Context: an optimization exercise on an open-source flow, tuned for small area. The choices shown serve that exercise and are no tape-out recipe. In this exercise RTL edits were held to simulation tests only and were not proved equivalent to the original. Power figures rest on the tool's default switching activity, not on a simulated workload.

## run A
==> flow/design.v (excerpt) <==
module flash_cfi_ctrl (
    input  wire        clk,
    input  wire        rst,
    input  wire        start,
    input  wire [1:0]  op,
    input  wire [31:0] arg_first,
    input  wire [31:0] arg_last,
    input  wire [31:0] arg_addr,
    input  wire [31:0] arg_len,
    output wire        idle,
    output reg         done,
    output reg  [3:0]  status,
    output wire [31:0] ret_size,
    output wire [31:0] warn_skipped,
    output wire [31:0] warn_recovered,
    output reg         initialized,
    input  wire        prot_we,
    input  wire [4:0]  prot_idx,
    input  wire        prot_val,
    output reg         ev_valid,
    output reg  [1:0]  ev_kind,
    output wire [31:0] ev_addr,
    output reg  [7:0]  ev_wdata,
    input  wire        ev_ready,
    input  wire [7:0]  fb_rdata,
    input  wire [31:0] time_ms,
    output reg         irq_inhibit,
    output wire [31:0] buf_index,
    input  wire [7:0]  buf_data
);
    localparam [1:0] EV_WRITE = 2'd0, EV_READ = 2'd1, EV_TIME = 2'd2, EV_DELAY = 2'd3;
    localparam [1:0] STRAT_BYTE = 2'd0, STRAT_BYPASS = 2'd1, STRAT_BUFFER = 2'd2;
    localparam [5:0]
        IDLE   = 6'd0,
        P_RST  = 6'd1,  P_QE   = 6'd2,  P_QRY  = 6'd3,  P_NREG = 6'd4,
        P_BLK  = 6'd5,  P_EXIT = 6'd6,
        UL1    = 6'd7,  UL2    = 6'd8,  S_AS3  = 6'd9,  S_MFR  = 6'd10,
        S_ID0  = 6'd11, S_IDX  = 6'd12, S_RST  = 6'd13, S_QE   = 6'd14,
        S_VER  = 6'd15, S_EXIT = 6'd16,
        E_CNT  = 6'd17, E_RST  = 6'd18,
        E_S3   = 6'd21, E_ADV  = 6'd24,
        E_CONF = 6'd25, E_SET  = 6'd26,
        CHK    = 6'd27, W_CMD  = 6'd30,
        W_DATA = 6'd31, V_RD   = 6'd32,
        U_E3   = 6'd35, U_CMD  = 6'd36,
        U_DATA = 6'd37, U_X1   = 6'd38, U_X2   = 6'd39,
        F_FIND = 6'd40, F_LEN  = 6'd41, F_CMD  = 6'd43,
        F_CNT  = 6'd44, F_DATA = 6'd45, F_CONF = 6'd46,
        L_T0   = 6'd47, L_RD   = 6'd48, L_RR   = 6'd49, L_TM   = 6'd50,
        L_RET  = 6'd51, A_RST  = 6'd52;
    reg [5:0] st;
    reg        w2;                   
    reg [1:0]  nm1;                  
    reg        rev;                  
    reg [5:0]  scount;               
    reg [4:0]  rc0, rc1, rc2, rc3;   
    reg [13:0] rz0, rz1, rz2, rz3;   
    reg [4:0]  e_word, e_buf, e_erase;
    reg [4:0]  rs_exp;
    reg [3:0]  mbw;                  
  ...
export LEC_CHECK = 0
export CAP_MARGIN = 20
export CORE_MARGIN = 2
export CORE_UTILIZATION = 55
export CTS_BUF_LIST = sky130_fd_sc_hd__clkbuf_8
export CTS_CLUSTER_DIAMETER = 50
export CTS_CLUSTER_SIZE = 12
export SLEW_MARGIN = 20
create_clock -name core_clock -period 20.0 [get_ports {clk}]
standard.sh (not shown) runs the stock make flow with config.mk's settings and CLKGATE_MAP_FILE= SYNTH_SCRIPT=/design/flow/synth_recipe.tcl, a recipe that flattens the netlist after the stock synthesis.
==> flow/flow/run.sh <==
#!/bin/bash
# The standard layout (standard.sh: the standard flow's synthesis and ORFS flow, unchanged),
# except that the port buffers placed by buffer_ports use the smallest buffer
# cell (sky130_fd_sc_hd__buf_1) instead of the tool's default pick.
set -euo pipefail
export BUFFER_PORTS_ARGS="-buffer_cell sky130_fd_sc_hd__buf_1"
bash standard.sh "BUFFER_PORTS_ARGS=-buffer_cell sky130_fd_sc_hd__buf_1" finish > standard_flow.log 2>&1
Relative to run A, the following input files were edited for run B:
Settings: setting GPL_TIMING_DRIVEN to 0 for the first time.
==> flow/flow/run.sh <==
#!/bin/bash
# The standard layout (standard.sh: the standard flow's synthesis and ORFS flow, unchanged),
# except that:
#  - the port buffers placed by buffer_ports use the smallest buffer cell
#    (sky130_fd_sc_hd__buf_1) instead of the tool's default pick;
#  - the buffers Yosys/ABC left in the netlist are removed at floorplan
#    (REMOVE_ABC_BUFFERS=1), since global placement runs without the
#    timing-driven mode that would otherwise remove them.
set -euo pipefail
export BUFFER_PORTS_ARGS="-buffer_cell sky130_fd_sc_hd__buf_1"
export REMOVE_ABC_BUFFERS=1
bash standard.sh "BUFFER_PORTS_ARGS=-buffer_cell sky130_fd_sc_hd__buf_1" "REMOVE_ABC_BUFFERS=1" finish > standard_flow.log 2>&1
Notes after the runs:
- In run B, the total power draw came out about 3% below the value in run A.
- For run A, the endpoint of the most critical setup path was st[0], unlike run B, where it was t0[24].
- [compare] base=run A new=run B: setup slack went down 0.11 ns; portion of the clock cycle consumed by the worst path in the final layout went up 0.53 points; combinational share of power went down 2.0 points.
Changes in run C relative to run B:
Settings: changing CTS_CLUSTER_SIZE from 12 to 16; changing CTS_CLUSTER_DIAMETER from 50 to 60; changing CORE_UTILIZATION from 55 to 70.
--- a/flow/flow/run.sh
+++ b/flow/flow/run.sh
@@ -7,3 +7,5 @@
 #    (REMOVE_ABC_BUFFERS=1), since global placement runs without the
-#    timing-driven mode that would otherwise remove them.
+#    timing-driven mode that would otherwise remove them;
+#  - constant outputs keep Yosys's shared tie cells (SKIP_REPAIR_TIE_FANOUT=1)
+#    instead of one tie cell per port.
 set -euo pipefail
@@ -11,2 +13,3 @@
 export REMOVE_ABC_BUFFERS=1
-bash standard.sh "BUFFER_PORTS_ARGS=-buffer_cell sky130_fd_sc_hd__buf_1" "REMOVE_ABC_BUFFERS=1" finish > standard_flow.log 2>&1
+export SKIP_REPAIR_TIE_FANOUT=1
+bash standard.sh "BUFFER_PORTS_ARGS=-buffer_cell sky130_fd_sc_hd__buf_1" "REMOVE_ABC_BUFFERS=1" "SKIP_REPAIR_TIE_FANOUT=1" finish > standard_flow.log 2>&1
Number of antenna violations at the first check in global routing is higher on run C
Re setup slack: run B was higher than run C.
Between run B and run C, the flow reports count of clock-buffer cells in the layout decreasing by more than a quarter.
Here is what was changed in the inputs of run D compared with run C.
Settings: a change of CORE_UTILIZATION from 70 to 55.
--- a/flow/flow/run.sh
+++ b/flow/flow/run.sh
@@ -8,4 +8,4 @@
 #    timing-driven mode that would otherwise remove them;
-#  - constant outputs keep Yosys's shared tie cells (SKIP_REPAIR_TIE_FANOUT=1)
-#    instead of one tie cell per port.
+#  - after global routing, cells on paths with positive slack are downsized
+#    (RECOVER_POWER=100).
 set -euo pipefail
@@ -13,3 +13,3 @@
 export REMOVE_ABC_BUFFERS=1
-export SKIP_REPAIR_TIE_FANOUT=1
-bash standard.sh "BUFFER_PORTS_ARGS=-buffer_cell sky130_fd_sc_hd__buf_1" "REMOVE_ABC_BUFFERS=1" "SKIP_REPAIR_TIE_FANOUT=1" finish > standard_flow.log 2>&1
+export RECOVER_POWER=100
+bash standard.sh "BUFFER_PORTS_ARGS=-buffer_cell sky130_fd_sc_hd__buf_1" "REMOVE_ABC_BUFFERS=1" "RECOVER_POWER=100" finish > standard_flow.log 2>&1
--- outcome ---
- | run D | all stages done | FAIL | capacitance limit, slew limit |
- Run C reached the final stage; the timing, design-rule and antenna checks on its layout passed.
- Max count of antenna diodes in the layout across run C and run D: run C
- In the metrics for run C and run D, the one carrying the lower total via count after detailed routing is run D.
- Diff run C -> run D | layout buffer count excluding clock buffers | up slightly
Here is what was changed in the inputs of run E compared with run D.
--- a/flow/flow/run.sh
+++ b/flow/flow/run.sh
@@ -8,4 +8,4 @@
 #    timing-driven mode that would otherwise remove them;
-#  - after global routing, cells on paths with positive slack are downsized
-#    (RECOVER_POWER=100).
+#  - constant outputs keep Yosys's shared tie cells (SKIP_REPAIR_TIE_FANOUT=1)
+#    instead of one tie cell per port.
 set -euo pipefail
@@ -13,3 +13,3 @@
 export REMOVE_ABC_BUFFERS=1
-export RECOVER_POWER=100
-bash standard.sh "BUFFER_PORTS_ARGS=-buffer_cell sky130_fd_sc_hd__buf_1" "REMOVE_ABC_BUFFERS=1" "RECOVER_POWER=100" finish > standard_flow.log 2>&1
+export SKIP_REPAIR_TIE_FANOUT=1
+bash standard.sh "BUFFER_PORTS_ARGS=-buffer_cell sky130_fd_sc_hd__buf_1" "REMOVE_ABC_BUFFERS=1" "SKIP_REPAIR_TIE_FANOUT=1" finish > standard_flow.log 2>&1
==> summary.txt <==
Run E | stages: all done | timing, DRC, antenna: all pass. Delta (run E minus run D): maximum net fanout on the critical path fell by 43; via count fell by 222. Run D -> run E: critical path depth increased by more than 10%. In the reports for run D and run E, the larger buffer share of cell area belongs to run E. Clock share of power: run E vs run D down 1.2 points. Run D vs run E, library cell contributing the largest single delay on the critical path: o21ai_0 vs a31oi_1. When run E is set beside run D, its combinational group share of total power turns out to be 1.6 points larger. Diff run E..run D | hold slack | negligible. Run E vs. run D: overall power of the completed layout increased by about 0.6% relative to the old numbers; length of routed met2 wiring increased by 1.3% relative to the old numbers; setup slack increased by 0.98 ns relative to the old numbers; fraction of area in registers closely matched the old numbers.

Another version of the RTL of flash_cfi_ctrl (not shown whole).
Size in the first run: about 320 flip-flops, about 370 I/O pins.
==> flow/design.v (excerpt) <==
module flash_cfi_ctrl (
    input  wire        clk,
    input  wire        rst,
    input  wire        start,
    input  wire [1:0]  op,
    input  wire [31:0] arg_first,
    input  wire [31:0] arg_last,
    input  wire [31:0] arg_addr,
    input  wire [31:0] arg_len,
    output wire        idle,
    output reg         done,
    output reg  [3:0]  status,
    output wire [31:0] ret_size,
    output wire [31:0] warn_skipped,
    output wire [31:0] warn_recovered,
    output reg         initialized,
    input  wire        prot_we,
    input  wire [4:0]  prot_idx,
    input  wire        prot_val,
    output reg         ev_valid,
    output reg  [1:0]  ev_kind,
    output wire [31:0] ev_addr,
    output reg  [7:0]  ev_wdata,
    input  wire        ev_ready,
    input  wire [7:0]  fb_rdata,
    input  wire [31:0] time_ms,
    output reg         irq_inhibit,
    output wire [31:0] buf_index,
    input  wire [7:0]  buf_data
);
export LEC_CHECK = 0
export CAP_MARGIN = 20
export CORE_MARGIN = 2
export CORE_UTILIZATION = 55
export CTS_BUF_LIST = sky130_fd_sc_hd__clkbuf_8
export CTS_CLUSTER_DIAMETER = 50
export CTS_CLUSTER_SIZE = 12
export SLEW_MARGIN = 20
create_clock -name core_clock -period 20.0 [get_ports {clk}]
==> flow/flow/run.sh <==
#!/bin/bash
# The standard layout (standard.sh: the standard flow's synthesis and ORFS flow, unchanged),
# except that the port buffers placed by buffer_ports use the smallest buffer
# cell (sky130_fd_sc_hd__buf_1) instead of the tool's default pick.
set -euo pipefail
export BUFFER_PORTS_ARGS="-buffer_cell sky130_fd_sc_hd__buf_1"
bash standard.sh "BUFFER_PORTS_ARGS=-buffer_cell sky130_fd_sc_hd__buf_1" finish > standard_flow.log 2>&1
The baseline ran to the end with no violations.
==> next run, changes <==
CTS_BUF_LIST = sky130_fd_sc_hd__clkbuf_16   (was sky130_fd_sc_hd__clkbuf_8)
CTS_CLUSTER_DIAMETER = 60   (was 50)
CTS_CLUSTER_SIZE = 20   (was 12)
Effect:
- wire length stays flat
- sequential cell count does not change
- final area went up by about 1.3%
- synthesized cell count does not change
- count of clock-buffer cells in the layout went down by 7

Another version of the RTL of flash_cfi_ctrl (not shown whole).
Size in the first run: about 320 flip-flops, roughly 370 I/O pins, roughly 25000 µm² of cells after synthesis.
## flash_cfi_ctrl
module flash_cfi_ctrl (
    input  wire        clk,
    input  wire        rst,
    input  wire        start,
    input  wire [1:0]  op,
    input  wire [31:0] arg_first,
    input  wire [31:0] arg_last,
    input  wire [31:0] arg_addr,
    input  wire [31:0] arg_len,
    output wire        idle,
    output reg         done,
    output reg  [3:0]  status,
    output wire [31:0] ret_size,
    output wire [31:0] warn_skipped,
    output wire [31:0] warn_recovered,
    output reg         initialized,
    input  wire        prot_we,
    input  wire [4:0]  prot_idx,
    input  wire        prot_val,
    output reg         ev_valid,
    output reg  [1:0]  ev_kind,
    output wire [31:0] ev_addr,
    output reg  [7:0]  ev_wdata,
    input  wire        ev_ready,
    input  wire [7:0]  fb_rdata,
    input  wire [31:0] time_ms,
    output reg         irq_inhibit,
    output wire [31:0] buf_index,
    input  wire [7:0]  buf_data
);
==> flow/config.mk <==
export PLATFORM = sky130hd
export DESIGN_NAME = flash_cfi_ctrl
export DESIGN_NICKNAME = flash_cfi_ctrl
export VERILOG_FILES = /design/flow/design.v
export SDC_FILE = /design/flow/constraint.sdc
export NUM_CORES = 4
export LEC_CHECK = 0
export CAP_MARGIN = 10
export CORE_MARGIN = 2
export CORE_UTILIZATION = 55
export CTS_BUF_LIST = sky130_fd_sc_hd__clkbuf_8
export CTS_CLUSTER_DIAMETER = 60
export CTS_CLUSTER_SIZE = 16
export GPL_TIMING_DRIVEN = 0
export SLEW_MARGIN = 10
==> flow/constraint.sdc <==
create_clock -name core_clock -period 20.0 [get_ports {clk}]
set_input_delay 4.0000 -clock core_clock [delete_from_list [all_inputs] [get_ports {clk}]]
set_output_delay 4.0000 -clock core_clock [all_outputs]
set_load 0.01 [all_outputs]
==> flow/flow/run.sh <==
#!/bin/bash
# The standard layout (standard.sh: the standard flow's synthesis and ORFS flow, unchanged),
# except that:
#  - the port buffers placed by buffer_ports use the smallest buffer cell
#    (sky130_fd_sc_hd__buf_1) instead of the tool's default pick;
#  - the buffers Yosys/ABC left in the netlist are removed at floorplan
#    (REMOVE_ABC_BUFFERS=1), since global placement runs without the
#    timing-driven mode that would otherwise remove them;
#  - constant outputs keep Yosys's shared tie cells (SKIP_REPAIR_TIE_FANOUT=1)
#    instead of one tie cell per port.
set -euo pipefail
export BUFFER_PORTS_ARGS="-buffer_cell sky130_fd_sc_hd__buf_1"
export REMOVE_ABC_BUFFERS=1
export SKIP_REPAIR_TIE_FANOUT=1
bash standard.sh "BUFFER_PORTS_ARGS=-buffer_cell sky130_fd_sc_hd__buf_1" "REMOVE_ABC_BUFFERS=1" "SKIP_REPAIR_TIE_FANOUT=1" finish > standard_flow.log 2>&1
The baseline ran to the end with no violations.
Change:
- CAP_MARGIN: 10 -> 20
- CORE_UTILIZATION: 55 -> 75
- SLEW_MARGIN: 10 -> 20
What happened: Total power rises by 4.1%. Routed wire length rises by 8.7%. Global-route usage rises by 18 points. Die area falls by 26%. Final cell count falls by 4.4%. Design area falls by 0.81%.
Change:
- CORE_UTILIZATION: 75 -> 70
Result: Hold slack hardly moves; critical path depth is unchanged; setup slack gains 170 ps.
Change:
- CORE_UTILIZATION: 70 -> 55
Design area rises by 0.75%; area after synthesis is unchanged; hold slack got worse by 6.9 ps; flip-flop and latch count stays the same; fmax falls by about 0.43%; worst setup slack got worse by 74 ps.

Another version of the RTL of flash_cfi_ctrl (not shown whole).
Size in the first run: ~2700 cells after synthesis, roughly 320 flip-flops.
Settings: LEC_CHECK=0, CAP_MARGIN=20, CORE_MARGIN=2, CORE_UTILIZATION=55, CTS_BUF_LIST=sky130_fd_sc_hd__clkbuf_8, CTS_CLUSTER_DIAMETER=60, CTS_CLUSTER_SIZE=16, GPL_TIMING_DRIVEN=0, SLEW_MARGIN=20; clock period 20.0 ns.
==> flow/flow/run.sh <==
#!/bin/bash
# The standard layout (standard.sh: the standard flow's synthesis and ORFS flow, unchanged),
# except that the port buffers placed by buffer_ports use the smallest buffer
# cell (sky130_fd_sc_hd__buf_1) instead of the tool's default pick.
set -euo pipefail
export BUFFER_PORTS_ARGS="-buffer_cell sky130_fd_sc_hd__buf_1"
bash standard.sh "BUFFER_PORTS_ARGS=-buffer_cell sky130_fd_sc_hd__buf_1" finish > standard_flow.log 2>&1
==> next run, changes <==
CTS_CLUSTER_DIAMETER = 50   (was 60)
CTS_CLUSTER_SIZE = 12   (was 16)
Outcome:
- core utilization grows by 0.14 points
- final cell count hardly moves
- clock skew came out lower by 0.056 ns
- die area is unchanged
- register-to-register slack improves by 0.02 ns
- total power increases by 0.91%
- flip-flop and latch count does not change
- sequential share of layout area hardly moves
- synthesized area is unchanged

==> re-timing with driven ports <==
Ports are ideal in the flow. The routed layouts listed here were re-timed in OpenROAD.
Step 1: set_driving_cell puts a clkbuf_16 on clk and a buf_2 on each other input, an assumption about the parent block.
Step 2 also shifts input and output timing later by t, the mid clock arrival at the registers, as if the neighbouring blocks saw the same clock.
Three values: no drivers, after step 1, after step 2; two values: the first two.
| run | t, ns | setup WS [ns] | worst setup path at the end | worst slew at a driven data input, ns |
|---|---|---|---|---|
| run A | 0.710 | 3.801 / 3.840 / 3.130 | input to register | 0.07 |
| run B | 0.710 | 3.696 / 3.727 / 3.018 | input to register | 0.10 |
| run C | 0.748 | 3.447 / 3.392 / 2.788 | input to register | 0.09 |
| run D | 0.685 | 2.542 / 2.484 / 3.027 | input to register | 0.08 |
| run E | 0.680 | 3.520 / 3.555 / 2.874 | input to register | 0.10 |
| the first run of note 2 | 0.721 | 2.884 / 2.924 / 2.203 | input to register | 0.07 |
| the second run of note 2 | 0.631 | 2.805 / 2.845 / 2.214 | input to register | 0.07 |
| the first run of note 3 | 0.681 | 2.715 / 2.751 / 2.070 | input to register | 0.06 |
| the second run of note 3 | 0.724 | 2.708 / 2.731 / 2.007 | input to register | 0.05 |
| the third run of note 3 | 0.728 | 2.882 / 2.918 / 2.190 | input to register | 0.07 |
| the fourth run of note 3 | 0.718 | 2.807 / 2.842 / 2.123 | input to register | 0.06 |
| the first run of note 4 | 0.731 | 2.969 / 3.004 / 2.274 | input to register | 0.06 |
| the second run of note 4 | 0.712 | 3.050 / 3.086 / 2.374 | input to register | 0.06 |
The setup slack of the second run of note 3, which loses most, moves by +0.023 ns with the drivers and by -0.701 ns with both steps.
